Background: an optimization exercise with open tools, aiming at small area, a short achievable clock period and few clock cycles per item. Do not read the settings as production practice. No run shown here included a check of the RTL's function; only the layout flow was run. No activity file was given, so power comes from the tool's default toggle rates.

[config.mk]
export PLATFORM = sky130hd
export DESIGN_NAME = seg_demod
export DESIGN_NICKNAME = seg_demod
export VERILOG_FILES = /design/flow/design.v
export SDC_FILE = /design/flow/constraint.sdc
export NUM_CORES = 4
export LEC_CHECK = 0
export CAP_MARGIN = 20
export CORE_MARGIN = 2
export CORE_UTILIZATION = 25
export CTS_BUF_LIST = sky130_fd_sc_hd__clkbuf_16
export CTS_CLUSTER_DIAMETER = 150
export CTS_CLUSTER_SIZE = 24
export SLEW_MARGIN = 20
[constraint.sdc]
create_clock -name core_clock -period 16.0 [get_ports {clk}]
set_input_delay 3.2000 -clock core_clock [delete_from_list [all_inputs] [get_ports {clk}]]
set_output_delay 3.2000 -clock core_clock [all_outputs]
set_load 0.01 [all_outputs]
[design.v]
module seg_demod (
    input  wire        clk,
    input  wire        rst_n,
    input  wire        in_valid,
    output wire        in_ready,
    input  wire [15:0] in_sample,
    input  wire [1:0]  in_scheme,
    input  wire        in_invert,
    output reg         out_valid,
    input  wire        out_ready,
    output reg         out_bit,
    output wire [71:0] out_metric
);
    reg        rdy;
    reg        mbusy;            
    reg  [3:0] mt;               
    reg        done_a;           
    wire       mlast = mbusy && (mt == 4'd9);
    assign in_ready = rdy;
    reg  [3:0]  kc;              
    reg  [15:0] s_r;
    reg  [15:0] s6r, s11r, s15r;     
    reg  [3:0]  k_s;
    reg         z_s;             
    reg  [1:0]  sch_s;
    reg         inv_s;
    reg         v_s;
    wire        take = in_valid && rdy;
    always @(posedge clk) begin
        s_r   <= in_sample;
        s6r   <= in_valid ? in_sample : 16'd0;
        s11r  <= in_valid ? in_sample : 16'hFFFF;
        s15r  <= in_valid ? in_sample : {in_sample[15:8], 8'd0};
        sch_s <= in_scheme;
        inv_s <= in_invert;
        k_s   <= kc;
        z_s   <= (kc == 4'd0);
    end
    wire signed [15:0] s  = s_r;
    wire [29:0] m6, m11, m15;
    wire m6t_1 = 1'b1 ^ s6r[15];
    wire m6t_2 = 1'b1 & s6r[15];
    wire m6t_3 = 1'b1 ^ s6r[10];
    wire m6t_4 = 1'b1 & s6r[10];
    wire m6t_5 = 1'b1 ^ s6r[11];
    wire m6t_6 = 1'b1 & s6r[11];
    wire m6t_7 = 1'b1 ^ s6r[12];
    wire m6t_8 = 1'b1 & s6r[12];
    wire m6t_9 = 1'b1 ^ s6r[13];
    wire m6t_10 = 1'b1 & s6r[13];
    wire m6t_11 = 1'b1 ^ s6r[14];
    wire m6t_12 = 1'b1 & s6r[14];
    wire m6t_13 = 1'b1 ^ ~s6r[10];
    wire m6t_14 = 1'b1 & ~s6r[10];
    wire m6t_15 = ~s6r[11] ^ s6r[5];
    wire m6t_16 = ~s6r[11] & s6r[5];
    wire m6t_17 = ~s6r[12] ^ s6r[6] ^ ~s6r[2];
    wire m6t_18 = (~s6r[12] & s6r[6]) | (~s6r[12] & ~s6r[2]) | (s6r[6] & ~s6r[2]);
    wire m6t_19 = ~s6r[13] ^ s6r[7] ^ ~s6r[3];
    wire m6t_20 = (~s6r[13] & s6r[7]) | (~s6r[13] & ~s6r[3]) | (s6r[7] & ~s6r[3]);
    wire m6t_21 = ~s6r[14] ^ s6r[8] ^ ~s6r[4];
    wire m6t_22 = (~s6r[14] & s6r[8]) | (~s6r[14] & ~s6r[4]) | (s6r[8] & ~s6r[4]);
    wire m6t_23 = s6r[9] ^ ~s6r[5] ^ s6r[3];
    wire m6t_24 = (s6r[9] & ~s6r[5]) | (s6r[9] & s6r[3]) | (~s6r[5] & s6r[3]);
    wire m6t_25 = ~s6r[6] ^ s6r[4] ^ m6t_3;
    wire m6t_26 = (~s6r[6] & s6r[4]) | (~s6r[6] & m6t_3) | (s6r[4] & m6t_3);
    wire m6t_27 = ~s6r[7] ^ s6r[5] ^ m6t_5;
    wire m6t_28 = (~s6r[7] & s6r[5]) | (~s6r[7] & m6t_5) | (s6r[5] & m6t_5);
    wire m6t_29 = ~s6r[8] ^ s6r[6] ^ m6t_7;
    wire m6t_30 = (~s6r[8] & s6r[6]) | (~s6r[8] & m6t_7) | (s6r[6] & m6t_7);
    wire m6t_31 = ~s6r[9] ^ s6r[7] ^ m6t_9;
    wire m6t_32 = (~s6r[9] & s6r[7]) | (~s6r[9] & m6t_9) | (s6r[7] & m6t_9);
    wire m6t_33 = ~s6r[10] ^ s6r[8] ^ m6t_11;
    wire m6t_34 = (~s6r[10] & s6r[8]) | (~s6r[10] & m6t_11) | (s6r[8] & m6t_11);
    wire m6t_35 = ~s6r[15] ^ ~s6r[11] ^ s6r[9];
    wire m6t_36 = (~s6r[15] & ~s6r[11]) | (~s6r[15] & s6r[9]) | (~s6r[11] & s6r[9]);
    wire m6t_37 = 1'b1 ^ ~s6r[12];
    wire m6t_38 = 1'b1 & ~s6r[12];
    wire m6t_39 = 1'b1 ^ ~s6r[13];
    wire m6t_40 = 1'b1 & ~s6r[13];
    wire m6t_41 = 1'b1 ^ ~s6r[14];
    wire m6t_42 = 1'b1 & ~s6r[14];
    wire m6t_43 = s6r[4] ^ ~s6r[0];
    wire m6t_44 = s6r[4] & ~s6r[0];
    wire m6t_45 = ~s6r[1] ^ m6t_15 ^ m6t_14;
    wire m6t_46 = (~s6r[1] & m6t_15) | (~s6r[1] & m6t_14) | (m6t_15 & m6t_14);
    wire m6t_47 = s6r[0] ^ m6t_17 ^ m6t_16;
    wire m6t_48 = (s6r[0] & m6t_17) | (s6r[0] & m6t_16) | (m6t_17 & m6t_16);
    wire m6t_49 = s6r[1] ^ m6t_19 ^ m6t_18;
    wire m6t_50 = (s6r[1] & m6t_19) | (s6r[1] & m6t_18) | (m6t_19 & m6t_18);
    wire m6t_51 = s6r[2] ^ m6t_21 ^ m6t_20;
    wire m6t_52 = (s6r[2] & m6t_21) | (s6r[2] & m6t_20) | (m6t_21 & m6t_20);
    wire m6t_53 = m6t_1 ^ m6t_23 ^ m6t_22;
    wire m6t_54 = (m6t_1 & m6t_23) | (m6t_1 & m6t_22) | (m6t_23 & m6t_22);
    wire m6t_55 = m6t_2 ^ m6t_25 ^ m6t_24;
    wire m6t_56 = (m6t_2 & m6t_25) | (m6t_2 & m6t_24) | (m6t_25 & m6t_24);
    wire m6t_57 = m6t_4 ^ m6t_27 ^ m6t_26;
    wire m6t_58 = (m6t_4 & m6t_27) | (m6t_4 & m6t_26) | (m6t_27 & m6t_26);
    wire m6t_59 = m6t_6 ^ m6t_29 ^ m6t_28;
    wire m6t_60 = (m6t_6 & m6t_29) | (m6t_6 & m6t_28) | (m6t_29 & m6t_28);
    wire m6t_61 = m6t_8 ^ m6t_31 ^ m6t_30;
    wire m6t_62 = (m6t_8 & m6t_31) | (m6t_8 & m6t_30) | (m6t_31 & m6t_30);
    wire m6t_63 = m6t_10 ^ m6t_33 ^ m6t_32;
    wire m6t_64 = (m6t_10 & m6t_33) | (m6t_10 & m6t_32) | (m6t_33 & m6t_32);
    wire m6t_65 = m6t_12 ^ m6t_35 ^ m6t_34;
    wire m6t_66 = (m6t_12 & m6t_35) | (m6t_12 & m6t_34) | (m6t_35 & m6t_34);
    wire m6t_67 = s6r[10] ^ m6t_37 ^ m6t_36;
    wire m6t_68 = (s6r[10] & m6t_37) | (s6r[10] & m6t_36) | (m6t_37 & m6t_36);
    wire m6t_69 = s6r[11] ^ m6t_39 ^ m6t_38;
    wire m6t_70 = (s6r[11] & m6t_39) | (s6r[11] & m6t_38) | (m6t_39 & m6t_38);
    wire m6t_71 = s6r[12] ^ m6t_41 ^ m6t_40;
    wire m6t_72 = (s6r[12] & m6t_41) | (s6r[12] & m6t_40) | (m6t_41 & m6t_40);
    wire m6t_73 = s6r[15] ^ s6r[13] ^ m6t_42;
    wire m6t_74 = (s6r[15] & s6r[13]) | (s6r[15] & m6t_42) | (s6r[13] & m6t_42);
    wire m6t_75 = 1'b1 ^ s6r[14];
    wire m6t_76 = 1'b1 & s6r[14];
    wire [29:0] m6t_r0 = {1'b1, m6t_76, m6t_74, m6t_72, m6t_70, m6t_68, m6t_66, m6t_64, m6t_62, m6t_60, m6t_58, m6t_56, m6t_54, m6t_52, m6t_50, m6t_48, m6t_46, m6t_44, m6t_43, s6r[3], s6r[2], s6r[1], s6r[0], ~s6r[5], ~s6r[4], ~s6r[3], ~s6r[2], ~s6r[1], ~s6r[0], 1'b0};
    wire [29:0] m6t_r1 = {1'b0, ~s6r[15], m6t_75, m6t_73, m6t_71, m6t_69, m6t_67, m6t_65, m6t_63, m6t_61, m6t_59, m6t_57, m6t_55, m6t_53, m6t_51, m6t_49, m6t_47, m6t_45, m6t_13, ~s6r[9], ~s6r[8], ~s6r[7], ~s6r[6], 1'b0, 1'b0, 1'b0, 1'b0, 1'b0, 1'b1, 1'b0};
    assign m6 = m6t_r0 + m6t_r1;
    wire m11t_1 = 1'b1 ^ ~s11r[15];
    wire m11t_2 = 1'b1 & ~s11r[15];
    wire m11t_3 = 1'b1 ^ s11r[10];
    wire m11t_4 = 1'b1 & s11r[10];
    wire m11t_5 = 1'b1 ^ s11r[11];
    wire m11t_6 = 1'b1 & s11r[11];
    wire m11t_7 = 1'b1 ^ s11r[12];
    wire m11t_8 = 1'b1 & s11r[12];
    wire m11t_9 = 1'b1 ^ s11r[13];
    wire m11t_10 = 1'b1 & s11r[13];
    wire m11t_11 = 1'b1 ^ s11r[14];
    wire m11t_12 = 1'b1 & s11r[14];
    wire m11t_13 = s11r[11] ^ s11r[5];
    wire m11t_14 = s11r[11] & s11r[5];
    wire m11t_15 = s11r[12] ^ s11r[6] ^ s11r[4];
    wire m11t_16 = (s11r[12] & s11r[6]) | (s11r[12] & s11r[4]) | (s11r[6] & s11r[4]);
    wire m11t_17 = s11r[13] ^ s11r[7] ^ s11r[5];
    wire m11t_18 = (s11r[13] & s11r[7]) | (s11r[13] & s11r[5]) | (s11r[7] & s11r[5]);
    wire m11t_19 = s11r[3] ^ s11r[2];
    wire m11t_20 = s11r[3] & s11r[2];
    wire m11t_21 = s11r[14] ^ s11r[8] ^ s11r[6];
    wire m11t_22 = (s11r[14] & s11r[8]) | (s11r[14] & s11r[6]) | (s11r[8] & s11r[6]);
    wire m11t_23 = s11r[4] ^ s11r[3] ^ s11r[1];
    wire m11t_24 = (s11r[4] & s11r[3]) | (s11r[4] & s11r[1]) | (s11r[3] & s11r[1]);
    wire m11t_25 = s11r[9] ^ s11r[7] ^ s11r[5];
    wire m11t_26 = (s11r[9] & s11r[7]) | (s11r[9] & s11r[5]) | (s11r[7] & s11r[5]);
    wire m11t_27 = s11r[4] ^ s11r[2] ^ m11t_1;
    wire m11t_28 = (s11r[4] & s11r[2]) | (s11r[4] & m11t_1) | (s11r[2] & m11t_1);
    wire m11t_29 = s11r[8] ^ s11r[6] ^ s11r[5];
    wire m11t_30 = (s11r[8] & s11r[6]) | (s11r[8] & s11r[5]) | (s11r[6] & s11r[5]);
    wire m11t_31 = s11r[3] ^ m11t_3 ^ m11t_2;
    wire m11t_32 = (s11r[3] & m11t_3) | (s11r[3] & m11t_2) | (m11t_3 & m11t_2);
    wire m11t_33 = s11r[9] ^ s11r[7] ^ s11r[6];
    wire m11t_34 = (s11r[9] & s11r[7]) | (s11r[9] & s11r[6]) | (s11r[7] & s11r[6]);
    wire m11t_35 = s11r[4] ^ m11t_5 ^ m11t_4;
    wire m11t_36 = (s11r[4] & m11t_5) | (s11r[4] & m11t_4) | (m11t_5 & m11t_4);
    wire m11t_37 = s11r[10] ^ s11r[8] ^ s11r[7];
    wire m11t_38 = (s11r[10] & s11r[8]) | (s11r[10] & s11r[7]) | (s11r[8] & s11r[7]);
    wire m11t_39 = s11r[5] ^ m11t_7 ^ m11t_6;
    wire m11t_40 = (s11r[5] & m11t_7) | (s11r[5] & m11t_6) | (m11t_7 & m11t_6);
    wire m11t_41 = s11r[11] ^ s11r[9] ^ s11r[8];
    wire m11t_42 = (s11r[11] & s11r[9]) | (s11r[11] & s11r[8]) | (s11r[9] & s11r[8]);
    wire m11t_43 = s11r[6] ^ m11t_9 ^ m11t_8;
    wire m11t_44 = (s11r[6] & m11t_9) | (s11r[6] & m11t_8) | (m11t_9 & m11t_8);
    wire m11t_45 = s11r[12] ^ s11r[10] ^ s11r[9];
    wire m11t_46 = (s11r[12] & s11r[10]) | (s11r[12] & s11r[9]) | (s11r[10] & s11r[9]);
    wire m11t_47 = s11r[7] ^ m11t_11 ^ m11t_10;
    wire m11t_48 = (s11r[7] & m11t_11) | (s11r[7] & m11t_10) | (m11t_11 & m11t_10);
    wire m11t_49 = ~s11r[15] ^ s11r[13] ^ s11r[11];
    wire m11t_50 = (~s11r[15] & s11r[13]) | (~s11r[15] & s11r[11]) | (s11r[13] & s11r[11]);
    wire m11t_51 = s11r[10] ^ s11r[8] ^ m11t_12;
    wire m11t_52 = (s11r[10] & s11r[8]) | (s11r[10] & m11t_12) | (s11r[8] & m11t_12);
    wire m11t_53 = 1'b1 ^ s11r[14] ^ s11r[12];
    wire m11t_54 = (1'b1 & s11r[14]) | (1'b1 & s11r[12]) | (s11r[14] & s11r[12]);
    wire m11t_55 = s11r[11] ^ s11r[9];
    wire m11t_56 = s11r[11] & s11r[9];
    wire m11t_57 = ~s11r[15] ^ s11r[13] ^ s11r[12];
    wire m11t_58 = (~s11r[15] & s11r[13]) | (~s11r[15] & s11r[12]) | (s11r[13] & s11r[12]);
    wire m11t_59 = 1'b1 ^ s11r[14];
    wire m11t_60 = 1'b1 & s11r[14];
    wire m11t_61 = s11r[10] ^ s11r[4];
    wire m11t_62 = s11r[10] & s11r[4];
    wire m11t_63 = s11r[3] ^ s11r[1] ^ s11r[0];
    wire m11t_64 = (s11r[3] & s11r[1]) | (s11r[3] & s11r[0]) | (s11r[1] & s11r[0]);
    wire m11t_65 = s11r[2] ^ s11r[1] ^ m11t_15;
    wire m11t_66 = (s11r[2] & s11r[1]) | (s11r[2] & m11t_15) | (s11r[1] & m11t_15);
    wire m11t_67 = s11r[0] ^ m11t_19 ^ m11t_17;
    wire m11t_68 = (s11r[0] & m11t_19) | (s11r[0] & m11t_17) | (m11t_19 & m11t_17);
    wire m11t_69 = m11t_23 ^ m11t_21 ^ m11t_20;
    wire m11t_70 = (m11t_23 & m11t_21) | (m11t_23 & m11t_20) | (m11t_21 & m11t_20);
    wire m11t_71 = m11t_27 ^ m11t_25 ^ m11t_24;
    wire m11t_72 = (m11t_27 & m11t_25) | (m11t_27 & m11t_24) | (m11t_25 & m11t_24);
    wire m11t_73 = m11t_31 ^ m11t_29 ^ m11t_28;
    wire m11t_74 = (m11t_31 & m11t_29) | (m11t_31 & m11t_28) | (m11t_29 & m11t_28);
    wire m11t_75 = m11t_35 ^ m11t_33 ^ m11t_32;
    wire m11t_76 = (m11t_35 & m11t_33) | (m11t_35 & m11t_32) | (m11t_33 & m11t_32);
    wire m11t_77 = m11t_39 ^ m11t_37 ^ m11t_36;
    wire m11t_78 = (m11t_39 & m11t_37) | (m11t_39 & m11t_36) | (m11t_37 & m11t_36);
    wire m11t_79 = m11t_43 ^ m11t_41 ^ m11t_40;
    wire m11t_80 = (m11t_43 & m11t_41) | (m11t_43 & m11t_40) | (m11t_41 & m11t_40);
    wire m11t_81 = m11t_47 ^ m11t_45 ^ m11t_44;
    wire m11t_82 = (m11t_47 & m11t_45) | (m11t_47 & m11t_44) | (m11t_45 & m11t_44);
    wire m11t_83 = m11t_51 ^ m11t_49 ^ m11t_48;
    wire m11t_84 = (m11t_51 & m11t_49) | (m11t_51 & m11t_48) | (m11t_49 & m11t_48);
    wire m11t_85 = m11t_55 ^ m11t_53 ^ m11t_52;
    wire m11t_86 = (m11t_55 & m11t_53) | (m11t_55 & m11t_52) | (m11t_53 & m11t_52);
    wire m11t_87 = s11r[10] ^ m11t_57 ^ m11t_56;
    wire m11t_88 = (s11r[10] & m11t_57) | (s11r[10] & m11t_56) | (m11t_57 & m11t_56);
    wire m11t_89 = s11r[13] ^ s11r[11] ^ m11t_59;
    wire m11t_90 = (s11r[13] & s11r[11]) | (s11r[13] & m11t_59) | (s11r[11] & m11t_59);
    wire m11t_91 = ~s11r[15] ^ s11r[14] ^ s11r[12];
    wire m11t_92 = (~s11r[15] & s11r[14]) | (~s11r[15] & s11r[12]) | (s11r[14] & s11r[12]);
    wire m11t_93 = s11r[8] ^ s11r[2];
    wire m11t_94 = s11r[8] & s11r[2];
    wire m11t_95 = s11r[9] ^ s11r[3] ^ s11r[1];
    wire m11t_96 = (s11r[9] & s11r[3]) | (s11r[9] & s11r[1]) | (s11r[3] & s11r[1]);
    wire m11t_97 = s11r[2] ^ s11r[0] ^ m11t_61;
    wire m11t_98 = (s11r[2] & s11r[0]) | (s11r[2] & m11t_61) | (s11r[0] & m11t_61);
    wire m11t_99 = m11t_13 ^ m11t_63 ^ m11t_62;
    wire m11t_100 = (m11t_13 & m11t_63) | (m11t_13 & m11t_62) | (m11t_63 & m11t_62);
    wire m11t_101 = m11t_14 ^ m11t_65 ^ m11t_64;
    wire m11t_102 = (m11t_14 & m11t_65) | (m11t_14 & m11t_64) | (m11t_65 & m11t_64);
    wire m11t_103 = m11t_16 ^ m11t_67 ^ m11t_66;
    wire m11t_104 = (m11t_16 & m11t_67) | (m11t_16 & m11t_66) | (m11t_67 & m11t_66);
    wire m11t_105 = m11t_18 ^ m11t_69 ^ m11t_68;
    wire m11t_106 = (m11t_18 & m11t_69) | (m11t_18 & m11t_68) | (m11t_69 & m11t_68);
    wire m11t_107 = m11t_22 ^ m11t_71 ^ m11t_70;
    wire m11t_108 = (m11t_22 & m11t_71) | (m11t_22 & m11t_70) | (m11t_71 & m11t_70);
    wire m11t_109 = m11t_26 ^ m11t_73 ^ m11t_72;
    wire m11t_110 = (m11t_26 & m11t_73) | (m11t_26 & m11t_72) | (m11t_73 & m11t_72);
    wire m11t_111 = m11t_30 ^ m11t_75 ^ m11t_74;
    wire m11t_112 = (m11t_30 & m11t_75) | (m11t_30 & m11t_74) | (m11t_75 & m11t_74);
    wire m11t_113 = m11t_34 ^ m11t_77 ^ m11t_76;
    wire m11t_114 = (m11t_34 & m11t_77) | (m11t_34 & m11t_76) | (m11t_77 & m11t_76);
    wire m11t_115 = m11t_38 ^ m11t_79 ^ m11t_78;
    wire m11t_116 = (m11t_38 & m11t_79) | (m11t_38 & m11t_78) | (m11t_79 & m11t_78);
    wire m11t_117 = m11t_42 ^ m11t_81 ^ m11t_80;
    wire m11t_118 = (m11t_42 & m11t_81) | (m11t_42 & m11t_80) | (m11t_81 & m11t_80);
    wire m11t_119 = m11t_46 ^ m11t_83 ^ m11t_82;
    wire m11t_120 = (m11t_46 & m11t_83) | (m11t_46 & m11t_82) | (m11t_83 & m11t_82);
    wire m11t_121 = m11t_50 ^ m11t_85 ^ m11t_84;
    wire m11t_122 = (m11t_50 & m11t_85) | (m11t_50 & m11t_84) | (m11t_85 & m11t_84);
    wire m11t_123 = m11t_54 ^ m11t_87 ^ m11t_86;
    wire m11t_124 = (m11t_54 & m11t_87) | (m11t_54 & m11t_86) | (m11t_87 & m11t_86);
    wire m11t_125 = m11t_58 ^ m11t_89 ^ m11t_88;
    wire m11t_126 = (m11t_58 & m11t_89) | (m11t_58 & m11t_88) | (m11t_89 & m11t_88);
    wire m11t_127 = m11t_60 ^ m11t_91 ^ m11t_90;
    wire m11t_128 = (m11t_60 & m11t_91) | (m11t_60 & m11t_90) | (m11t_91 & m11t_90);
    wire m11t_129 = ~s11r[15] ^ s11r[13] ^ m11t_92;
    wire m11t_130 = (~s11r[15] & s11r[13]) | (~s11r[15] & m11t_92) | (s11r[13] & m11t_92);
    wire m11t_131 = 1'b1 ^ s11r[14];
    wire m11t_132 = 1'b1 & s11r[14];
    wire [29:0] m11t_r0 = {1'b1, m11t_132, m11t_130, m11t_128, m11t_126, m11t_124, m11t_122, m11t_120, m11t_118, m11t_116, m11t_114, m11t_112, m11t_110, m11t_108, m11t_106, m11t_104, m11t_102, m11t_100, m11t_98, m11t_96, m11t_94, m11t_93, s11r[1], s11r[0], s11r[5], s11r[4], s11r[3], s11r[2], s11r[1], s11r[0]};
    wire [29:0] m11t_r1 = {1'b0, ~s11r[15], m11t_131, m11t_129, m11t_127, m11t_125, m11t_123, m11t_121, m11t_119, m11t_117, m11t_115, m11t_113, m11t_111, m11t_109, m11t_107, m11t_105, m11t_103, m11t_101, m11t_99, m11t_97, m11t_95, s11r[0], s11r[7], s11r[6], 1'b0, 1'b0, 1'b0, 1'b0, 1'b0, 1'b0};
    assign m11 = m11t_r0 + m11t_r1;
    wire m15t_1 = 1'b1 ^ s15r[10];
    wire m15t_2 = 1'b1 & s15r[10];
    wire m15t_3 = s15r[11] ^ s15r[6];
    wire m15t_4 = s15r[11] & s15r[6];
    wire m15t_5 = s15r[12] ^ s15r[7];
    wire m15t_6 = s15r[12] & s15r[7];
    wire m15t_7 = s15r[13] ^ s15r[8];
    wire m15t_8 = s15r[13] & s15r[8];
    wire m15t_9 = s15r[14] ^ s15r[9] ^ ~s15r[6];
    wire m15t_10 = (s15r[14] & s15r[9]) | (s15r[14] & ~s15r[6]) | (s15r[9] & ~s15r[6]);
    wire m15t_11 = 1'b1 ^ ~s15r[15] ^ s15r[10];
    wire m15t_12 = (1'b1 & ~s15r[15]) | (1'b1 & s15r[10]) | (~s15r[15] & s15r[10]);
    wire m15t_13 = ~s15r[7] ^ ~s15r[5];
    wire m15t_14 = ~s15r[7] & ~s15r[5];
    wire m15t_15 = 1'b1 ^ s15r[11] ^ ~s15r[8];
    wire m15t_16 = (1'b1 & s15r[11]) | (1'b1 & ~s15r[8]) | (s15r[11] & ~s15r[8]);
    wire m15t_17 = ~s15r[6] ^ s15r[2];
    wire m15t_18 = ~s15r[6] & s15r[2];
    wire m15t_19 = 1'b1 ^ s15r[12] ^ ~s15r[9];
    wire m15t_20 = (1'b1 & s15r[12]) | (1'b1 & ~s15r[9]) | (s15r[12] & ~s15r[9]);
    wire m15t_21 = ~s15r[7] ^ s15r[3];
    wire m15t_22 = ~s15r[7] & s15r[3];
    wire m15t_23 = 1'b1 ^ s15r[13] ^ ~s15r[10];
    wire m15t_24 = (1'b1 & s15r[13]) | (1'b1 & ~s15r[10]) | (s15r[13] & ~s15r[10]);
    wire m15t_25 = ~s15r[8] ^ s15r[4];
    wire m15t_26 = ~s15r[8] & s15r[4];
    wire m15t_27 = 1'b1 ^ s15r[14] ^ ~s15r[11];
    wire m15t_28 = (1'b1 & s15r[14]) | (1'b1 & ~s15r[11]) | (s15r[14] & ~s15r[11]);
    wire m15t_29 = ~s15r[9] ^ s15r[5];
    wire m15t_30 = ~s15r[9] & s15r[5];
    wire m15t_31 = ~s15r[15] ^ ~s15r[12] ^ ~s15r[10];
    wire m15t_32 = (~s15r[15] & ~s15r[12]) | (~s15r[15] & ~s15r[10]) | (~s15r[12] & ~s15r[10]);
    wire m15t_33 = 1'b1 ^ ~s15r[13];
    wire m15t_34 = 1'b1 & ~s15r[13];
    wire m15t_35 = 1'b1 ^ ~s15r[14];
    wire m15t_36 = 1'b1 & ~s15r[14];
    wire m15t_37 = 1'b1 ^ s15r[8];
    wire m15t_38 = 1'b1 & s15r[8];
    wire m15t_39 = s15r[9] ^ s15r[4];
    wire m15t_40 = s15r[9] & s15r[4];
    wire m15t_41 = s15r[5] ^ ~s15r[2] ^ ~s15r[0];
    wire m15t_42 = (s15r[5] & ~s15r[2]) | (s15r[5] & ~s15r[0]) | (~s15r[2] & ~s15r[0]);
    wire m15t_43 = ~s15r[3] ^ ~s15r[1] ^ m15t_3;
    wire m15t_44 = (~s15r[3] & ~s15r[1]) | (~s15r[3] & m15t_3) | (~s15r[1] & m15t_3);
    wire m15t_45 = ~s15r[4] ^ ~s15r[2] ^ m15t_5;
    wire m15t_46 = (~s15r[4] & ~s15r[2]) | (~s15r[4] & m15t_5) | (~s15r[2] & m15t_5);
    wire m15t_47 = ~s15r[5] ^ ~s15r[3] ^ m15t_7;
    wire m15t_48 = (~s15r[5] & ~s15r[3]) | (~s15r[5] & m15t_7) | (~s15r[3] & m15t_7);
    wire m15t_49 = ~s15r[4] ^ s15r[0] ^ m15t_9;
    wire m15t_50 = (~s15r[4] & s15r[0]) | (~s15r[4] & m15t_9) | (s15r[0] & m15t_9);
    wire m15t_51 = s15r[1] ^ m15t_13 ^ m15t_11;
    wire m15t_52 = (s15r[1] & m15t_13) | (s15r[1] & m15t_11) | (m15t_13 & m15t_11);
    wire m15t_53 = m15t_17 ^ m15t_15 ^ m15t_14;
    wire m15t_54 = (m15t_17 & m15t_15) | (m15t_17 & m15t_14) | (m15t_15 & m15t_14);
    wire m15t_55 = m15t_21 ^ m15t_19 ^ m15t_18;
    wire m15t_56 = (m15t_21 & m15t_19) | (m15t_21 & m15t_18) | (m15t_19 & m15t_18);
    wire m15t_57 = m15t_25 ^ m15t_23 ^ m15t_22;
    wire m15t_58 = (m15t_25 & m15t_23) | (m15t_25 & m15t_22) | (m15t_23 & m15t_22);
    wire m15t_59 = m15t_29 ^ m15t_27 ^ m15t_26;
    wire m15t_60 = (m15t_29 & m15t_27) | (m15t_29 & m15t_26) | (m15t_27 & m15t_26);
    wire m15t_61 = s15r[6] ^ m15t_31 ^ m15t_30;
    wire m15t_62 = (s15r[6] & m15t_31) | (s15r[6] & m15t_30) | (m15t_31 & m15t_30);
    wire m15t_63 = ~s15r[11] ^ s15r[7] ^ m15t_33;
    wire m15t_64 = (~s15r[11] & s15r[7]) | (~s15r[11] & m15t_33) | (s15r[7] & m15t_33);
    wire m15t_65 = ~s15r[12] ^ s15r[8] ^ m15t_35;
    wire m15t_66 = (~s15r[12] & s15r[8]) | (~s15r[12] & m15t_35) | (s15r[8] & m15t_35);
    wire m15t_67 = s15r[15] ^ ~s15r[13] ^ s15r[9];
    wire m15t_68 = (s15r[15] & ~s15r[13]) | (s15r[15] & s15r[9]) | (~s15r[13] & s15r[9]);
    wire m15t_69 = 1'b1 ^ ~s15r[14];
    wire m15t_70 = 1'b1 & ~s15r[14];
    wire m15t_71 = s15r[3] ^ ~s15r[0];
    wire m15t_72 = s15r[3] & ~s15r[0];
    wire m15t_73 = ~s15r[1] ^ m15t_39 ^ m15t_38;
    wire m15t_74 = (~s15r[1] & m15t_39) | (~s15r[1] & m15t_38) | (m15t_39 & m15t_38);
    wire m15t_75 = m15t_1 ^ m15t_41 ^ m15t_40;
    wire m15t_76 = (m15t_1 & m15t_41) | (m15t_1 & m15t_40) | (m15t_41 & m15t_40);
    wire m15t_77 = m15t_2 ^ m15t_43 ^ m15t_42;
    wire m15t_78 = (m15t_2 & m15t_43) | (m15t_2 & m15t_42) | (m15t_43 & m15t_42);
    wire m15t_79 = m15t_4 ^ m15t_45 ^ m15t_44;
    wire m15t_80 = (m15t_4 & m15t_45) | (m15t_4 & m15t_44) | (m15t_45 & m15t_44);
    wire m15t_81 = m15t_6 ^ m15t_47 ^ m15t_46;
    wire m15t_82 = (m15t_6 & m15t_47) | (m15t_6 & m15t_46) | (m15t_47 & m15t_46);
    wire m15t_83 = m15t_8 ^ m15t_49 ^ m15t_48;
    wire m15t_84 = (m15t_8 & m15t_49) | (m15t_8 & m15t_48) | (m15t_49 & m15t_48);
    wire m15t_85 = m15t_10 ^ m15t_51 ^ m15t_50;
    wire m15t_86 = (m15t_10 & m15t_51) | (m15t_10 & m15t_50) | (m15t_51 & m15t_50);
    wire m15t_87 = m15t_12 ^ m15t_53 ^ m15t_52;
    wire m15t_88 = (m15t_12 & m15t_53) | (m15t_12 & m15t_52) | (m15t_53 & m15t_52);
    wire m15t_89 = m15t_16 ^ m15t_55 ^ m15t_54;
    wire m15t_90 = (m15t_16 & m15t_55) | (m15t_16 & m15t_54) | (m15t_55 & m15t_54);
    wire m15t_91 = m15t_20 ^ m15t_57 ^ m15t_56;
    wire m15t_92 = (m15t_20 & m15t_57) | (m15t_20 & m15t_56) | (m15t_57 & m15t_56);
    wire m15t_93 = m15t_24 ^ m15t_59 ^ m15t_58;
    wire m15t_94 = (m15t_24 & m15t_59) | (m15t_24 & m15t_58) | (m15t_59 & m15t_58);
    wire m15t_95 = m15t_28 ^ m15t_61 ^ m15t_60;
    wire m15t_96 = (m15t_28 & m15t_61) | (m15t_28 & m15t_60) | (m15t_61 & m15t_60);
    wire m15t_97 = m15t_32 ^ m15t_63 ^ m15t_62;
    wire m15t_98 = (m15t_32 & m15t_63) | (m15t_32 & m15t_62) | (m15t_63 & m15t_62);
    wire m15t_99 = m15t_34 ^ m15t_65 ^ m15t_64;
    wire m15t_100 = (m15t_34 & m15t_65) | (m15t_34 & m15t_64) | (m15t_65 & m15t_64);
    wire m15t_101 = m15t_36 ^ m15t_67 ^ m15t_66;
    wire m15t_102 = (m15t_36 & m15t_67) | (m15t_36 & m15t_66) | (m15t_67 & m15t_66);
    wire m15t_103 = s15r[10] ^ m15t_69 ^ m15t_68;
    wire m15t_104 = (s15r[10] & m15t_69) | (s15r[10] & m15t_68) | (m15t_69 & m15t_68);
    wire m15t_105 = s15r[15] ^ s15r[11] ^ m15t_70;
    wire m15t_106 = (s15r[15] & s15r[11]) | (s15r[15] & m15t_70) | (s15r[11] & m15t_70);
    wire m15t_107 = 1'b1 ^ s15r[12];
    wire m15t_108 = 1'b1 & s15r[12];
    wire m15t_109 = 1'b1 ^ s15r[13];
    wire m15t_110 = 1'b1 & s15r[13];
    wire m15t_111 = 1'b1 ^ s15r[14];
    wire m15t_112 = 1'b1 & s15r[14];
    wire [29:0] m15t_r0 = {m15t_112, m15t_110, m15t_108, m15t_106, m15t_104, m15t_102, m15t_100, m15t_98, m15t_96, m15t_94, m15t_92, m15t_90, m15t_88, m15t_86, m15t_84, m15t_82, m15t_80, m15t_78, m15t_76, m15t_74, m15t_72, m15t_71, s15r[2], s15r[1], s15r[0], s15r[4], s15r[3], s15r[2], s15r[1], s15r[0]};
    wire [29:0] m15t_r1 = {~s15r[15], m15t_111, m15t_109, m15t_107, m15t_105, m15t_103, m15t_101, m15t_99, m15t_97, m15t_95, m15t_93, m15t_91, m15t_89, m15t_87, m15t_85, m15t_83, m15t_81, m15t_79, m15t_77, m15t_75, m15t_73, m15t_37, s15r[7], s15r[6], s15r[5], 1'b0, 1'b0, 1'b0, 1'b0, 1'b0};
    assign m15 = m15t_r0 + m15t_r1;
    function [4:0] sin1c;
        input [3:0] j;
        begin
            case (j[2:0])
                3'd1, 3'd7: sin1c[3:0] = 4'b0001;
                3'd2, 3'd6: sin1c[3:0] = 4'b0010;
                3'd3, 3'd5: sin1c[3:0] = 4'b0100;
                3'd4:       sin1c[3:0] = 4'b1000;
                default:    sin1c[3:0] = 4'b0000;
            endcase
            sin1c[4] = j[3];
        end
    endfunction
    reg         fsk_p, ask_p, ie_p;
    wire        first_s = v_s && (k_s == 4'd0);
    wire        fsk_e = first_s ? (sch_s == 2'd1) : fsk_p;
    wire        ask_e = first_s ? (sch_s == 2'd0) : ask_p;
    wire [4:0]  ci1 = sin1c(k_s);
    wire [4:0]  cq1 = sin1c(k_s + 4'd4);
    wire [4:0]  ci2 = sin1c({k_s[2:0], 1'b0});
    wire [4:0]  cq2 = sin1c({k_s[2:0], 1'b0} + 4'd4);
    wire [3:0]  k_h = kc - 4'd1;     
    wire [4:0]  hi1 = sin1c(k_h);
    wire [4:0]  hq1 = sin1c(k_h + 4'd4);
    wire [4:0]  hi2 = sin1c({k_h[2:0], 1'b0});
    wire [4:0]  hq2 = sin1c({k_h[2:0], 1'b0} + 4'd4);
    wire        v_h = (kc != k_s);       
    wire [3:0]  vq  = {v_h, v_h, v_s, v_s};
    wire [4:0]  xi1 [0:3], xq1 [0:3], xi2 [0:3], xq2 [0:3];
    assign xi1[0] = ci1; assign xi1[1] = hi1; assign xi1[2] = ci1; assign xi1[3] = hi1;
    assign xq1[0] = cq1; assign xq1[1] = hq1; assign xq1[2] = cq1; assign xq1[3] = hq1;
    assign xi2[0] = ci2; assign xi2[1] = hi2; assign xi2[2] = ci2; assign xi2[3] = hi2;
    assign xq2[0] = cq2; assign xq2[1] = hq2; assign xq2[2] = cq2; assign xq2[3] = hq2;
    integer j;
    reg  signed [29:0] p6, p11, p15;
    reg  signed [15:0] s_p;
    reg  [3:0]  k_p;
    reg         v_p;
    reg  [4:0]  sa [0:3], sb [0:3], sc [0:3], sd [0:3];
    reg  [3:0]  n_a, n_b, n_c, n_d;
    reg  [3:0]  fst;                 
    always @(posedge clk) begin
        p6  <= m6;
        p11 <= m11;
        p15 <= m15;
        s_p <= s_r;
        k_p <= k_s;
        fsk_p <= fsk_e;
        ask_p <= ask_e;
        if (first_s)
            ie_p <= (sch_s == 2'd2) && inv_s;
        for (j = 0; j < 4; j = j + 1) begin
            sa[j] <= !vq[j] ? 5'd0 : ask_e ? 5'b10000 : {1'b0, xi2[j][3:0]};
            sb[j] <= (vq[j] && fsk_e) ? {1'b0, xi1[j][3:0]} : 5'd0;
            sc[j] <= (vq[j] && fsk_e) ? {1'b0, xq2[j][3:0]} : 5'd0;
            sd[j] <= (vq[j] && fsk_e) ? {1'b0, xq1[j][3:0]} : 5'd0;
            n_a[j] <= vq[j] && !ask_e && xi2[j][4];
            n_b[j] <= vq[j] && xi1[j][4];
            n_c[j] <= vq[j] && xq2[j][4];
            n_d[j] <= vq[j] && xq1[j][4];
        end
        fst[0] <= first_s;
        fst[1] <= v_s && (kc == 4'd1);
        fst[2] <= v_s && z_s;
        fst[3] <= (k_s == 4'd0) && (kc == 4'd1);
    end
    function [34:0] pick;
        input [4:0] c;
        input signed [29:0] a6, a11, a15;
        input signed [15:0] sv;
        reg signed [34:0] e6, e11, e15, e16, es;
        begin
            e6 = a6; e11 = a11; e15 = a15; e16 = sv <<< 14; es = sv;
            pick = ({35{c[0]}} & e6) | ({35{c[1]}} & e11) | ({35{c[2]}} & e15)
                 | ({35{c[3]}} & e16) | ({35{c[4]}} & es);
        end
    endfunction
    function [34:0] quarter;
        input [34:0] q0, q1, q2, q3;
        begin
            quarter = {q3[34:27], q2[26:18], q1[17:9], q0[8:0]};
        end
    endfunction
    wire [34:0] va = quarter(pick(sa[0], p6, p11, p15, s_p) ^ {35{n_a[0]}}, pick(sa[1], p6, p11, p15, s_p) ^ {35{n_a[1]}},
                             pick(sa[2], p6, p11, p15, s_p) ^ {35{n_a[2]}}, pick(sa[3], p6, p11, p15, s_p) ^ {35{n_a[3]}});
    wire [34:0] vb = quarter(pick(sb[0], p6, p11, p15, s_p) ^ {35{n_b[0]}}, pick(sb[1], p6, p11, p15, s_p) ^ {35{n_b[1]}},
                             pick(sb[2], p6, p11, p15, s_p) ^ {35{n_b[2]}}, pick(sb[3], p6, p11, p15, s_p) ^ {35{n_b[3]}});
    wire [34:0] vc = quarter(pick(sc[0], p6, p11, p15, s_p) ^ {35{n_c[0]}}, pick(sc[1], p6, p11, p15, s_p) ^ {35{n_c[1]}},
                             pick(sc[2], p6, p11, p15, s_p) ^ {35{n_c[2]}}, pick(sc[3], p6, p11, p15, s_p) ^ {35{n_c[3]}});
    wire [34:0] vd = quarter(pick(sd[0], p6, p11, p15, s_p) ^ {35{n_d[0]}}, pick(sd[1], p6, p11, p15, s_p) ^ {35{n_d[1]}},
                             pick(sd[2], p6, p11, p15, s_p) ^ {35{n_d[2]}}, pick(sd[3], p6, p11, p15, s_p) ^ {35{n_d[3]}});
    function [34:0] acc3;
        input [34:0] a, u, w;
        input ci0, ci1;
        reg [34:0] sm, cy;
        reg [35:0] t;
        begin
            sm = a ^ u ^ w;
            cy = {(a[33:0] & u[33:0]) | (a[33:0] & w[33:0]) | (u[33:0] & w[33:0]), ci0};
            t  = {sm, 1'b1} + {cy, ci1};
            acc3 = t[35:1];
        end
    endfunction
    reg  [34:0] ax1, ay1, ax2, ay2;
    reg         fsk_a, ie_a;
    wire [34:0] bx1 = fst[0] ? 35'd0 : ax1;
    wire [34:0] by1 = fst[1] ? 35'd0 : ay1;
    wire [34:0] bx2 = fst[2] ? 35'd0 : ax2;
    wire [34:0] by2 = fst[3] ? 35'd0 : ay2;
    always @(posedge clk) begin
        ax1 <= acc3(bx1, va, ~vb, n_a[0], !n_b[0]);
        ay1 <= acc3(by1, va,  vb, n_a[0],  n_b[0]);
        ax2 <= acc3(bx2, vc, ~vd, n_c[0], !n_d[0]);
        ay2 <= acc3(by2, vc,  vd, n_c[0],  n_d[0]);
        if (v_p && k_p == 4'd15) begin
            fsk_a <= fsk_p;
            ie_a  <= ie_p;
        end
    end
    reg signed [34:0] x1, x2;
    reg        [35:0] y1, y2;
    reg        [35:0] cs_s, cs_c;    
    reg        [1:0]  cc;            
    reg               nz;            
    reg               ie_m;
    reg        [67:0] om;
    reg               fin;           
    reg        [2:0]  xf;            
    reg               om_sh;         
    reg               om_sh2;        
    reg               om_hi;         
    assign out_metric = {{4{om[67]}}, om};
    wire xfer = done_a;
    function [3:0] bdig;
        input [2:0] b;
        begin
            bdig[0] = ~b[2] & (b[1] ^ b[0]);
            bdig[1] =  b[2] & (b[1] ^ b[0]);
            bdig[2] = ~b[2] &  b[1] &  b[0];
            bdig[3] =  b[2] & ~b[1] & ~b[0];
        end
    endfunction
    function [35:0] brow;
        input signed [34:0] x;
        input [3:0] d;
        reg [35:0] xe, xs, v;
        begin
            xe = {x[34], x};
            xs = {xe[34:0], 1'b0};
            v  = ({36{d[0]}} & xe) | ({36{d[1]}} & ~xe) | ({36{d[2]}} & xs) | ({36{d[3]}} & ~xs);
            brow = {~v[35], v[34:0]};
        end
    endfunction
    wire [35:0] ny1 = fsk_a ? {ay1[34], ay1} : 36'd1;
    wire [35:0] ny2 = {ay2[34], ay2};
    wire [4:0]  nw1 = xfer ? {ny1[3:0], 1'b0} : y1[7:3];
    wire [4:0]  nw2 = xfer ? {ny2[3:0], 1'b0} : y2[7:3];
    reg  [3:0]  d1a, d1b, d2a, d2b;
    reg  [3:0]  e1a, e1b, e2a, e2b;    
    wire [35:0] r1a = {brow(x1, e1a) >> 18, 18'd0} | (brow(x1, d1a) & 36'h3FFFF);
    wire [35:0] r1b = {brow(x1, e1b) >> 18, 18'd0} | (brow(x1, d1b) & 36'h3FFFF);
    wire [35:0] r2a = {brow(x2, e2a) >> 18, 18'd0} | (brow(x2, d2a) & 36'h3FFFF);
    wire [35:0] r2b = {brow(x2, e2b) >> 18, 18'd0} | (brow(x2, d2b) & 36'h3FFFF);
    wire n1a = d1a[1] | d1a[3];
    wire n1b = d1b[1] | d1b[3];
    wire n2a = d2a[1] | d2a[3];
    wire n2b = d2b[1] | d2b[3];
    wire [39:0] v0 = {4'd0, cs_s};
    wire [39:0] v1 = {4'd0, cs_c};
    wire [39:0] v2 = {4'd0, r1a};
    wire [39:0] v3 = {4'd0, r2a};
    wire [39:0] v4 = {2'd0, r1b, 1'b0, n1a};
    wire [39:0] v5 = {2'd0, r2b, 1'b0, n2a};
    wire [39:0] a1 = v0 ^ v1 ^ v2;
    wire [39:0] b1 = {(v0[38:0] & v1[38:0]) | (v0[38:0] & v2[38:0]) | (v1[38:0] & v2[38:0]), 1'b0};
    wire [39:0] a2 = v3 ^ v4 ^ v5;
    wire [39:0] b2 = {(v3[38:0] & v4[38:0]) | (v3[38:0] & v5[38:0]) | (v4[38:0] & v5[38:0]), 1'b0};
    wire [39:0] a3 = a1 ^ b1 ^ a2;
    wire [39:0] b3 = {(a1[38:0] & b1[38:0]) | (a1[38:0] & a2[38:0]) | (b1[38:0] & a2[38:0]), 1'b0};
    wire [39:0] a4 = a3 ^ b3 ^ b2;
    wire [39:0] b4 = {(a3[38:0] & b3[38:0]) | (a3[38:0] & b2[38:0]) | (b3[38:0] & b2[38:0]), 1'b0};
    wire [1:0] nb   = {1'b0, n1b} + {1'b0, n2b};
    wire [5:0] lowd = {2'b0, a4[3:0]} + {2'b0, b4[3:0]} + {4'b0, cc} + {2'b0, nb, 2'b0};
    wire [31:0] hi = cs_s[31:0] + cs_c[31:0] + {30'd0, cc} + 32'hAAAAAAAB;
    always @(posedge clk) begin
        if (xf[0]) begin
            x1  <= ax1;
            x2  <= ax2;
            ie_m <= ie_a;
        end
        y1  <= xf[1] ? ny1 : {4'd0, y1[35:4]};
        y2  <= xf[1] ? ny2 : {4'd0, y2[35:4]};
        d1a <= bdig(nw1[2:0]);  e1a <= bdig(nw1[2:0]) & {4{mbusy_n}};
        d1b <= bdig(nw1[4:2]);  e1b <= bdig(nw1[4:2]) & {4{mbusy_n}};
        d2a <= bdig(nw2[2:0]);  e2a <= bdig(nw2[2:0]) & {4{mbusy_n}};
        d2b <= bdig(nw2[4:2]);  e2b <= bdig(nw2[4:2]) & {4{mbusy_n}};
        if (xf[2]) begin
            cs_s <= 36'd0;
            cs_c <= 36'd0;
            cc   <= 2'd0;
            nz   <= 1'b0;
        end else begin
            cs_s <= a4[39:4];
            cs_c <= b4[39:4];
            cc   <= lowd[5:4];
            if (om_sh2)
                nz <= nz | (lowd[3:0] != 4'd0);
        end
        if (om_sh)
            om[17:0] <= om[21:4];
        if (om_sh2)
            om[35:18] <= {lowd[3:0], om[35:22]};
        if (om_hi)
            om[67:36] <= hi;
        if (fin)
            out_bit <= (!om[67] && (om[67:36] != 32'd0 || nz)) ^ ie_m;
    end
    wire [3:0] kc_n    = take ? kc + 4'd1 : kc;
    wire       mbusy_n = xfer || (mbusy && !mlast);
    wire [3:0] mt_n    = xfer ? 4'd0 : (mbusy ? mt + 4'd1 : mt);
    wire       ov_n    = fin || (out_valid && !out_ready);
    wire       done_n  = v_p && (k_p == 4'd15);
    always @(posedge clk) begin
        if (!rst_n) begin
            rdy       <= 1'b1;
            kc        <= 4'd0;
            v_s       <= 1'b0;
            v_p       <= 1'b0;
            done_a    <= 1'b0;
            xf        <= 3'd0;
            mbusy     <= 1'b0;
            mt        <= 4'd0;
            om_sh     <= 1'b0;
            om_sh2    <= 1'b0;
            om_hi     <= 1'b0;
            fin       <= 1'b0;
            out_valid <= 1'b0;
        end else begin
            rdy       <= (kc_n != 4'd15) || (!mbusy_n && !mlast && !ov_n);
            kc        <= kc_n;
            v_s       <= take;
            v_p       <= v_s;
            done_a    <= done_n;
            xf[0]     <= done_n;
            xf[1]     <= v_p && (k_p == 4'd15) && z_s;
            xf[2]     <= v_p && (k_p == 4'd15) && !kc[3];
            mbusy     <= mbusy_n;
            mt        <= mt_n;
            om_sh     <= mbusy_n && (mt_n <= 4'd8);
            om_sh2    <= xfer || (om_sh2 && mt != 4'd8);
            om_hi     <= mbusy_n && (mt_n == 4'd9);
            fin       <= mlast;
            out_valid <= ov_n;
        end
    end
endmodule
[flow/run.sh]
#!/bin/bash
# The standard layout (the standard.sh: ORFS synthesis to final layout),
# with plain buffers on the ports instead of the delay buffer that
# buffer_ports picks by default.  Everything else is unchanged.
set -euo pipefail
export BUFFER_PORTS_ARGS="-buffer_cell sky130_fd_sc_hd__buf_2"
bash standard.sh > standard_flow.log 2>&1
[standard.sh]
#!/bin/bash
# synth_recipe.tcl (not shown) runs the flow's synth.tcl, then flattens the netlist and writes it again
# the make line also repeats each setting of config.mk as NAME=value (left out here)
make -C /OpenROAD-flow-scripts/flow DESIGN_CONFIG=/design/flow/config.mk WORK_HOME=/design/flow/orfs CLKGATE_MAP_FILE= SYNTH_SCRIPT=/design/flow/synth_recipe.tcl "${@:-finish}"
==> results.toml, run 1 <==
[drt]
firstDrtPassIters = 10
vias = 35022
wl_per_cell_um = 17.84
viasPerCell = 4.591
drt-total-wl_um = 136100
drcViolationCount = 0
drtIter0Drc = 2589
antenna_left = 0

[synth]
synthArstFlopShare_pct = 0
synth-seq-cells = 692
synth.avg_cell_area_um2 = 9.766
synth_edf_count = 143
ys_types = 77
netlist_area_um2 = 48970
synth_nets = 5766
syn-instance-count = 5014
synth_ff_type = "dfxtp_1"
yosys_warnings = 5
seq_area_frac_synth_pct = 31.21

[power]
pwr-share-comb_pct = 59.1
swShare_pct = 44.55
pwr-share-seq_pct = 28.7
switchingPower_mw = 3.817
clkPwrFrac_pct = 12.2
power_density_nw_per_um2 = 160.9
leakagePower_nw = 23.31
power.internal_mw = 4.750
irDropWorstVdd_mv = 0.1077

[timing]
final-hold-violation-count = 0
slew_viol_final = 0
period_share_pct = 31.82
max_freq_ghz = 0.1964
min_period_ps = 5091
final-setup-viol-count = 0
rsz0062_at_grt = "false"
finClkSkew_ps = 31.16
worstMarginPinSlew_ps = 1120
slew-limit-headroom_pct = 24.67
fin_setup_tns_ps = 0

[critical_path]
cp-end-kind = "flip-flop"
cp_data_arrival_time_ps = 5600
startpoint_type = "flip-flop"
worstPathRequired_ps = 16510
cp_max_fo = 17
crit_type = "reg2reg"

[floorplan]
die_height_um = 446.6
start_util_pct = 25.14
row_count = 162
die_w_um = 446.6
die_area_um2 = 199400
ios = 98
design.core.area_um2 = 194800

[finish]
area_delta_synth_final_pct = 8.723
layout-drive-gt1-share_pct = 6.216
final_cells = 7628
largest_register_ff_count = 68
regMostFlops = "om"
nets = 5736

[place]
io_buffers = 97
dp_cells = 7572
place.gp.congestion = 0.9458
dp_hpwl_um = 112000

[grt]
overflow = 0
antenna_found_initial = 4
grt_pass1_wl_um = 212100
first_global_vias = 35246
grt_use_total_pct = 13.56
grt_start_max_net_pins = 74

[clock_network]
clkLatencyLatePin_ps = 620
clk_pin_slew_worst_paths_ps = 110
numCtsBuffers = 34
cts_resized = 0
holdBufCountCts = 0
cts_tree = "yes"
htree_num_levels = 2
cts_sinks = 692
cts_setup_buffers = 0
clockBufferDepth = 3
cts_root_buf = "clkbuf_16"

[worst_hold_path]
hp-class = "reg2reg"

[outcome]
status = "timing/DRC/antenna clean"

[job]
cap_violations = 0
==> per-layer routing <==
metal / global-route usage (%) / wire length (µm) / share of wire, %
met5: 0 / 0 / 0
met4: 3.282 / 3423 / 2.5
met3: 1.723 / 7095 / 5.2
met2: 21.54 / 60100 / 44
met1: 19.40 / 65470 / 48
==> Yosys cell counts (all sizes together) (60+ instances only) <==
library cell  instances  share of area (%)
a21oi               226                2.3
clkbuf              162                1.2
o21ai               143                1.5
ha                  358                9.1
mux2                127                2.9
nand2b              105                1.3
fa                  371                 15
nor2b               310                4.0
nor3                 60               0.61
xor2                 99                1.8
a211oi              117                1.8
dfxtp               549                 22
mux2i                80                1.6
inv                 670                5.1
xnor2               297                5.3
nand3                69               0.71
nand2               206                1.6
edfxtp              143                8.8
nor2                197                1.5
a21o                121                1.9
==> placed cells by master, fill, tap and decap left out, types with 12 or more instances in the layout <==
cell,instances
a211oi_1,117
a21o_1,121
a21oi_1,225
a221oi_1,49
a222oi_1,30
a22o_1,28
a22oi_1,40
a31oi_1,24
and2_1,52
and3_1,47
buf_2,97
buf_4,22
clkbuf_16,37
dfxtp_1,545
edfxtp_1,143
fa_1,371
ha_1,358
inv_1,687
maj3_1,12
mux2_2,127
mux2i_1,80
nand2_1,206
nand2b_1,105
nand3_1,69
nand4_1,27
nor2_1,197
nor2b_1,310
nor3_1,60
nor4_1,23
o211ai_1,18
o21a_1,30
o21ai_0,143
o21bai_1,42
o31ai_1,13
or2_2,14
xnor2_1,296
xor2_1,98
==> per-stage QoR <==
stage	util [%]	hold slack [ps]	setup slack (ps)	total power [mW]	area, µm²
final	27.33	339.2	10910	8.567	53240
after global routing	27.33	347.4	10510	9.302	53240
after CTS	27.33	338.7	10960	8.558	53240
after detailed placement	26.81	312.1	10990	7.491	52220
after global placement	26.81	312.6	10980	7.445	52220
after floorplan	-	309.6	11760	6.237	48970
==> final cells by class <==
type | count | area [µm²]
Clock inverter | 18 | 93.84
Tap cell | 2624 | 3283
Fill cell | 20557 | 141600
Antenna cell | 1 | 2.502
Timing Repair Buffer | 119 | 650.6
Sequential cell | 692 | 15290
Clock buffer | 37 | 925.9
Inverter | 671 | 2519
Multi-Input combinational cell | 3466 | 30470
==> logic make-up (layout without fill, tap and decap cells) <==
group / Yosys count / count (layout) / share of synthesized area, %
buffers and inverters: 856 / 845 / 6.595
xor gates and xnor gates: 396 / 396 / 7.083
adders and majority gates: 741 / 741 / 24.56
and+or+nand+nor: 1155 / 1155 / 12.50
DFF: 692 / 692 / 31.21
other: 0 / 1 / 0
muxes: 207 / 207 / 4.556
AOI/OAI and AO/OA: 967 / 967 / 13.49
==> power groups by stage <==
stage	registers [mW]	clock network, mW	logic, mW
finish	2.46	1.04	5.06
global route	2.49	1.13	5.68
CTS	2.46	1.08	5.02
detailed placement	2.50	0	4.99
global placement	2.49	0	4.95
floorplan	2.33	0	3.91
==> worst max-delay path, cell delays in order (launching register included) <==
cell and delay [ps]:
dfxtp_1 700, a22oi_1 210, xnor2_1 290, fa_1 490
ha_1 320, a211oi_1 310, o21ai_0 230, a2111oi_0 750
nor2_1 230, o211ai_1 360, a21o_1 250, nor4b_1 510
o31ai_1 180, xnor2_1 160
==> worst paths after layout <==
check | depth (start not counted) | slack, ps | start | to
setup / recovery | 13 | 10910 | sd[0][2] | ay2[28]
hold / removal | 0 | 340 | s_r[5] | s_p[5]
setup reg to reg | 13 | 10910 | sd[0][2] | ay2[28]
hold reg to reg | 0 | 340 | s_r[5] | s_p[5]
==> run 2: changes to the inputs <==
--- a/config.mk
+++ b/config.mk
@@ -8,7 +8,7 @@
 export CAP_MARGIN = 20
 export CORE_MARGIN = 2
 export CORE_UTILIZATION = 25
-export CTS_BUF_LIST = sky130_fd_sc_hd__clkbuf_16
+export CTS_BUF_LIST = sky130_fd_sc_hd__clkbuf_8 sky130_fd_sc_hd__clkbuf_16
 export CTS_CLUSTER_DIAMETER = 150
-export CTS_CLUSTER_SIZE = 24
+export CTS_CLUSTER_SIZE = 20
 export SLEW_MARGIN = 20
==> results.toml, run 2 <==
[outcome]
status = "timing/DRC/antenna clean"

[job]
cap_violations = 0

[finish]
regMostFlops = "om"
largest_register_ff_count = 68
area_delta_synth_final_pct = 8.940
layout_commonest_cell = "inv_1"
fin_area_um2 = 53350
layout-drive-gt1-share_pct = 6.345
nets = 5742
most-common-layout-cells = "689 x inv_1, 545 x dfxtp_1, 371 x fa_1"
final_cells = 7637

[drt]
wl_per_cell_um = 17.81
drtIter0Drc = 2550
drt-total-wl_um = 136000
antenna_left = 0
vias = 35048
viasPerCell = 4.589
drcViolationCount = 0
firstDrtPassIters = 8

[timing]
fin_setup_tns_ps = 0
rsz0062_at_grt = "false"
final-hold-violation-count = 0
min_period_ps = 5089
max_freq_ghz = 0.1965
slew-limit-headroom_pct = 23.44
finClkSkew_ps = 42.66
period_share_pct = 31.80
worstMarginPinSlew_ps = 1138
final-setup-viol-count = 0
slew_viol_final = 0

[power]
power.internal_mw = 4.780
total_power_mw = 8.617
irDropWorstVdd_mv = 0.1017
power_density_nw_per_um2 = 161.5
swShare_pct = 44.52
leakagePower_nw = 23.38
pwr-share-comb_pct = 58.8
pwr-share-seq_pct = 28.6
clkPwrFrac_pct = 12.6
switchingPower_mw = 3.837

[critical_path]
cp_max_fo = 18
crit_type = "reg2reg"
cp_data_arrival_time_ps = 5570
worstPathRequired_ps = 16480
cp-end-kind = "flip-flop"
startpoint_type = "flip-flop"

[synth]
synth_nets = 5766
synth.top_cell.area_share_pct = 22.44
synth_ff_type = "dfxtp_1"
synth-seq-cells = 692
synth_edf_count = 143
netlist_area_um2 = 48970
synth.top_cells.by_area = "dfxtp_1 22%, fa_1 15%, ha_1 9.1%"
synth.avg_cell_area_um2 = 9.766
syn-instance-count = 5014
yosys-top-cells-count = "670 x inv_1, 549 x dfxtp_1, 371 x fa_1"
synthArstFlopShare_pct = 0
yosys_warnings = 5
ys_types = 77
seq_area_frac_synth_pct = 31.21
yosysTopAreaCell = "dfxtp_1"
post-synth-top-count-cell = "inv_1"

[clock_network]
clockBufferDepth = 3
cts_resized = 0
cts_root_buf = "clkbuf_16"
htree_num_levels = 2
cts_setup_buffers = 0
holdBufCountCts = 0
cts_sinks = 692
clk_pin_slew_worst_paths_ps = 90
numCtsBuffers = 40
clkLatencyLatePin_ps = 640
cts_tree = "yes"

[floorplan]
start_util_pct = 25.14
design.core.area_um2 = 194800
die_area_um2 = 199400
die_height_um = 446.6
die_w_um = 446.6
row_count = 162
ios = 98

[place]
dp_hpwl_um = 112000
dp_cells = 7572
place.gp.congestion = 0.9458
io_buffers = 97
placed_area_um2 = 52220

[grt]
grt_start_max_net_pins = 74
grt_pass1_wl_um = 212100
grt_use_total_pct = 13.56
overflow = 0
antenna_found_initial = 5
first_global_vias = 35302

[worst_hold_path]
hp-class = "reg2reg"
-- run 2: layer usage --
metal	track usage (%)	routed length, µm	vias to the layer above
met5	0	0	-
met4	3.288	3306	0
met3	1.785	7083	162
met2	21.51	60060	890
met1	19.38	65590	17131
li1	-	-	16865
-- run 2: kinds of logic after synthesis --
group                    share of synthesized area, %
buffers and inverters                           6.595
adder cells (fa/ha/maj)                         24.56
XOR/XNOR                                        7.083
AO/OA/AOI/OAI                                   13.49
AND/OR/NAND/NOR                                 12.50
flip-flops                                      31.21
multiplexers                                    4.556
-- run 2: path summary, 6_finish.rpt --
kind,start,end,slack [ps],cells past startpoint
worst max register to register,sa[0][4],ay1[33],10910,13
worst max-delay path,sa[0][4],ay1[33],10910,13
worst min-delay path,s_r[1],s_p[1],320,0
worst min register to register,s_r[1],s_p[1],320,0
-- run 2: worst max-delay path: stages, from the launching register on --
cell,delay [ps]
dfxtp_1,770
a22oi_1,260
xnor2_1,500
fa_1,510
ha_1,340
nand2_1,100
o21ai_0,290
a2111oi_0,180
buf_4,180
nor4_1,350
nor3_1,150
o31ai_1,530
a31oi_1,290
o311ai_0,480
-- run 2: power by group through the flow --
stage	Combinational, mW	Clock, mW	Sequential [mW]
after detailed placement	4.99	0	2.50
after CTS	5.02	1.13	2.46
after global routing	5.68	1.18	2.49
final	5.07	1.09	2.46
after global placement	4.95	0	2.49
after floorplan	3.91	0	2.33
-- run 2: layout make-up --
class / instances / area (µm²)
fillers: 20549 / 141400
multi-input cells: 3466 / 30470
flip-flops and latches: 692 / 15290
well taps: 2624 / 3283
inverters: 671 / 2519
clock buffers: 41 / 1026
repair buffers: 119 / 650.6
clock inverters: 23 / 100.1
diodes: 1 / 2.502
-- run 2: metrics by stage --
stage / hold WS, ps / setup slack [ps] / utilization (%)
2_1_floorplan: 309.6 / 11760 / -
3_3_place_gp: 312.6 / 10980 / 26.81
3_5_place_dp: 312.1 / 10990 / 26.81
4_1_cts: 326.5 / 10940 / 27.38
5_1_grt: 336.6 / 10500 / 27.39
6_report: 323.1 / 10910 / 27.39
==> run 3: changes to the inputs <==
==> flow/run.sh (replaced) <==
#!/bin/bash
# The standard layout (the standard.sh: ORFS synthesis to final layout),
# with two changes to how the layout is made:
#  - plain buffers on the ports instead of the delay buffer that
#    buffer_ports picks by default;
#  - the delay cells (clkdlybuf4s*, dlygate*, dlymetal*) are left out of the
#    cells the tools may use, so repair_design buffers long or slow nets with
#    plain buffers.
set -euo pipefail
export BUFFER_PORTS_ARGS="-buffer_cell sky130_fd_sc_hd__buf_2"
export DONT_USE_CELLS="sky130_fd_sc_hd__clkdlybuf4s15_1 sky130_fd_sc_hd__clkdlybuf4s15_2 sky130_fd_sc_hd__clkdlybuf4s18_1 sky130_fd_sc_hd__clkdlybuf4s18_2 sky130_fd_sc_hd__clkdlybuf4s25_1 sky130_fd_sc_hd__clkdlybuf4s25_2 sky130_fd_sc_hd__clkdlybuf4s50_1 sky130_fd_sc_hd__clkdlybuf4s50_2 sky130_fd_sc_hd__dlygate4sd1_1 sky130_fd_sc_hd__dlygate4sd2_1 sky130_fd_sc_hd__dlygate4sd3_1 sky130_fd_sc_hd__dlymetal6s2s_1 sky130_fd_sc_hd__dlymetal6s4s_1 sky130_fd_sc_hd__dlymetal6s6s_1"
bash standard.sh > standard_flow.log 2>&1
--- a/config.mk
+++ b/config.mk
@@ -11,4 +11,4 @@
 export CTS_BUF_LIST = sky130_fd_sc_hd__clkbuf_8 sky130_fd_sc_hd__clkbuf_16
 export CTS_CLUSTER_DIAMETER = 150
 export CTS_CLUSTER_SIZE = 20
-export SLEW_MARGIN = 20
+export SLEW_MARGIN = 60
==> results.toml, run 3 <==
[synth]
post-synth-top-count-cell = "inv_1"
synthSimpleGateAreaFrac_pct = 12.50
syn-instance-count = 5014
synth_nets = 5766
yosys_warnings = 5
synthArstFlopShare_pct = 0
synth_edf_count = 143
synth-seq-cells = 692
synth_top_family_by_area = "adder cells"
synth_compound_area_share_pct = 13.49
synth.top_cells.by_area = "dfxtp_1 22%, fa_1 15%, ha_1 9.1%"
synth.top_cell.area_share_pct = 22.44
synth_xor_area_share_pct = 7.083
yosys-top-cells-count = "670 x inv_1, 549 x dfxtp_1, 371 x fa_1"
ys_types = 77
synth_mux_area_share_pct = 4.556
synth_fa_ha_area_share_pct = 24.56
netlist_area_um2 = 48970
synth_ff_type = "dfxtp_1"
seq_area_frac_synth_pct = 31.21
synth.avg_cell_area_um2 = 9.766
yosysTopAreaCell = "dfxtp_1"

[clock_network]
cts_setup_buffers = 0
clockBufferDepth = 3
cts_sinks = 692
cts_tree = "yes"
cts_root_buf = "clkbuf_16"
htree_num_levels = 2
cts_resized = 0
clk_pin_slew_worst_paths_ps = 90
clkLatencyLatePin_ps = 640
numCtsBuffers = 40
holdBufCountCts = 0

[critical_path]
crit_top_cell = "inv_1"
path_buf_inv = 4
max_stage_delay_ps = 570
startpoint_type = "flip-flop"
critPathTopFamily = "adder cells"
crit_chain = "inv_1 -> fa_1 -> inv_1 -> fa_1 -> inv_1 -> fa_1 -> inv_1 -> ha_1 -> or4_1 -> o21ai_0 -> nor3_1 -> o41ai_1 -> a21oi_1 -> a31o_2 -> a21o_1 -> a21oi_1"
cp_data_arrival_time_ps = 5500
crit_type = "reg2reg"
critPathSlowestCell = "fa_1"
cp_max_fo = 5
cp-end-kind = "flip-flop"
worstPathRequired_ps = 16560

[finish]
fin_area_um2 = 54100
most-common-layout-cells = "689 x inv_1, 484 x dfxtp_1, 371 x fa_1"
largest_register_ff_count = 68
layout_commonest_cell = "inv_1"
layout-drive-gt1-share_pct = 9.205
nets = 5749
regMostFlops = "om"
multi_input_area_um2 = 31020
seq_area_um2 = 15370
fillers = 20401
area_delta_synth_final_pct = 10.48

[grt]
grt_use_total_pct = 13.56
grt_pass1_wl_um = 211900
first_global_vias = 35588
overflow = 0
antenna_found_initial = 7
grt_start_max_net_pins = 72

[place]
place.gp.congestion = 0.9458
dp_hpwl_um = 112200
io_buffers = 97
placed_area_um2 = 52820

[timing]
worstMarginPinSlew_ps = 644.6
final-hold-violation-count = 0
final-setup-viol-count = 0
min_period_ps = 4935
slew-limit-headroom_pct = 56.72
fin_setup_tns_ps = 0
finClkSkew_ps = 46.16
slew_viol_final = 0
max_freq_ghz = 0.2026
rsz0062_at_grt = "false"
hold_slack_ps = 329.9
period_share_pct = 30.85

[job]
cap_violations = 0

[floorplan]
ios = 98
die_height_um = 446.6
start_util_pct = 25.14
row_count = 162
die_area_um2 = 199400
design.core.area_um2 = 194800
die_w_um = 446.6

[drt]
vias = 35185
drt-total-wl_um = 136500
wl_per_cell_um = 17.86
drtIter0Drc = 2653
drcViolationCount = 0
firstDrtPassIters = 9
antenna_left = 0
viasPerCell = 4.602

[power]
leakagePower_nw = 23.90
irDropWorstVdd_mv = 0.08873
power_density_nw_per_um2 = 160.4
total_power_mw = 8.679

[outcome]
status = "timing/DRC/antenna clean"

[worst_hold_path]
hp-class = "reg2reg"
[run 3: final cells by class]
cell class | instances | share of cell area, %
tap | 2624 | 6.069
multi-input combinational | 3466 | 57.35
timing repair buffer | 126 | 1.402
clock inverter | 22 | 0.1804
inverter | 671 | 4.656
antenna | 2 | 0.009251
sequential | 692 | 28.42
clock buffer | 42 | 1.922
[run 3: where the power goes]
group | internal [mW] | total [mW] | switching (mW)
Sequential | 2.18 | 2.47 | 0.292
Clock | 0.472 | 1.10 | 0.626
Combinational | 2.16 | 5.11 | 2.95
Total | 4.81 | 8.68 | 3.87
[run 3: worst paths after layout]
kind                               from  endpoint  slack (ps)  depth (start not counted)
worst max-delay path            s11r[4]   p11[29]       11060                         16
worst min-delay path             s_r[7]    s_p[7]         330                          0
worst max register to register  s11r[4]   p11[29]       11060                         16
worst min register to register   s_r[7]    s_p[7]         330                          0
[run 3: routing by layer]
| metal | GRT usage (%) | share of wire [%] | up-vias |
|---|---|---|---|
| met5 | 0 | 0 | - |
| met4 | 3.815 | 3.1 | 0 |
| met3 | 1.452 | 5.2 | 182 |
| met2 | 21.41 | 44 | 997 |
| met1 | 19.46 | 48 | 17103 |
| li1 | - | - | 16903 |
[run 3: through the flow]
| step | util [%] | std cells | setup slack (ps) |
|---|---|---|---|
| after floorplan | - | 5014 | 11760 |
| final | 27.77 | 7645 | 11060 |
| after detailed placement | 27.12 | 7576 | 11060 |
| after global routing | 27.77 | 7643 | 10810 |
| after CTS | 27.70 | 7640 | 11030 |
| after global placement | 26.81 | 7572 | 10980 |
[run 3: kinds of logic (layout without fill, tap and decap cells)]
group / Yosys count / in the layout
AOI/OAI and AO/OA: 967 / 967
buffers and inverters: 856 / 861
xor gates and xnor gates: 396 / 396
other: 0 / 2
muxes: 207 / 207
adders and majority gates: 741 / 741
and+or+nand+nor: 1155 / 1155
DFF: 692 / 692
[run 3: worst register-to-register path, delay by kind of cell (launching register included)]
kind	cells	cell delay (ps)
buffers and inverters	4	350
adder cells (fa/ha/maj)	4	1790
AO/OA/AOI/OAI	6	1510
AND/OR/NAND/NOR	2	670
flip-flops	1	560

==> port drivers added, routing unchanged <==
The results above use ideal ports. As a check the final layouts listed here were re-extracted and re-timed, cells and wires unchanged. Step 1 assumes that a clkbuf_16 drives the clock port and a buf_2 every other input. Step 2 times the ports against the registers' clock, not the clock port: input delays grow and output delays shrink by t, the midpoint of the rising clock arrivals with the driver on. a / b / c = no drivers / after step 1 / after step 2; a / b = the first two.
run | shift t [ns] | setup slack, ns | hold WS [ns] | cell pins on the clock port's net
run 1 | 0.673 | 10.909 / 10.909 / 10.909 | 0.339 / 0.339 / 0.339 | 1
run 2 | 0.686 | 10.911 / 10.911 / 10.911 | 0.323 / 0.323 / 0.323 | 1
run 3 | 0.686 | 11.064 / 11.064 / 11.064 | 0.330 / 0.330 / 0.330 | 1
After both steps every run listed still meets setup and hold.
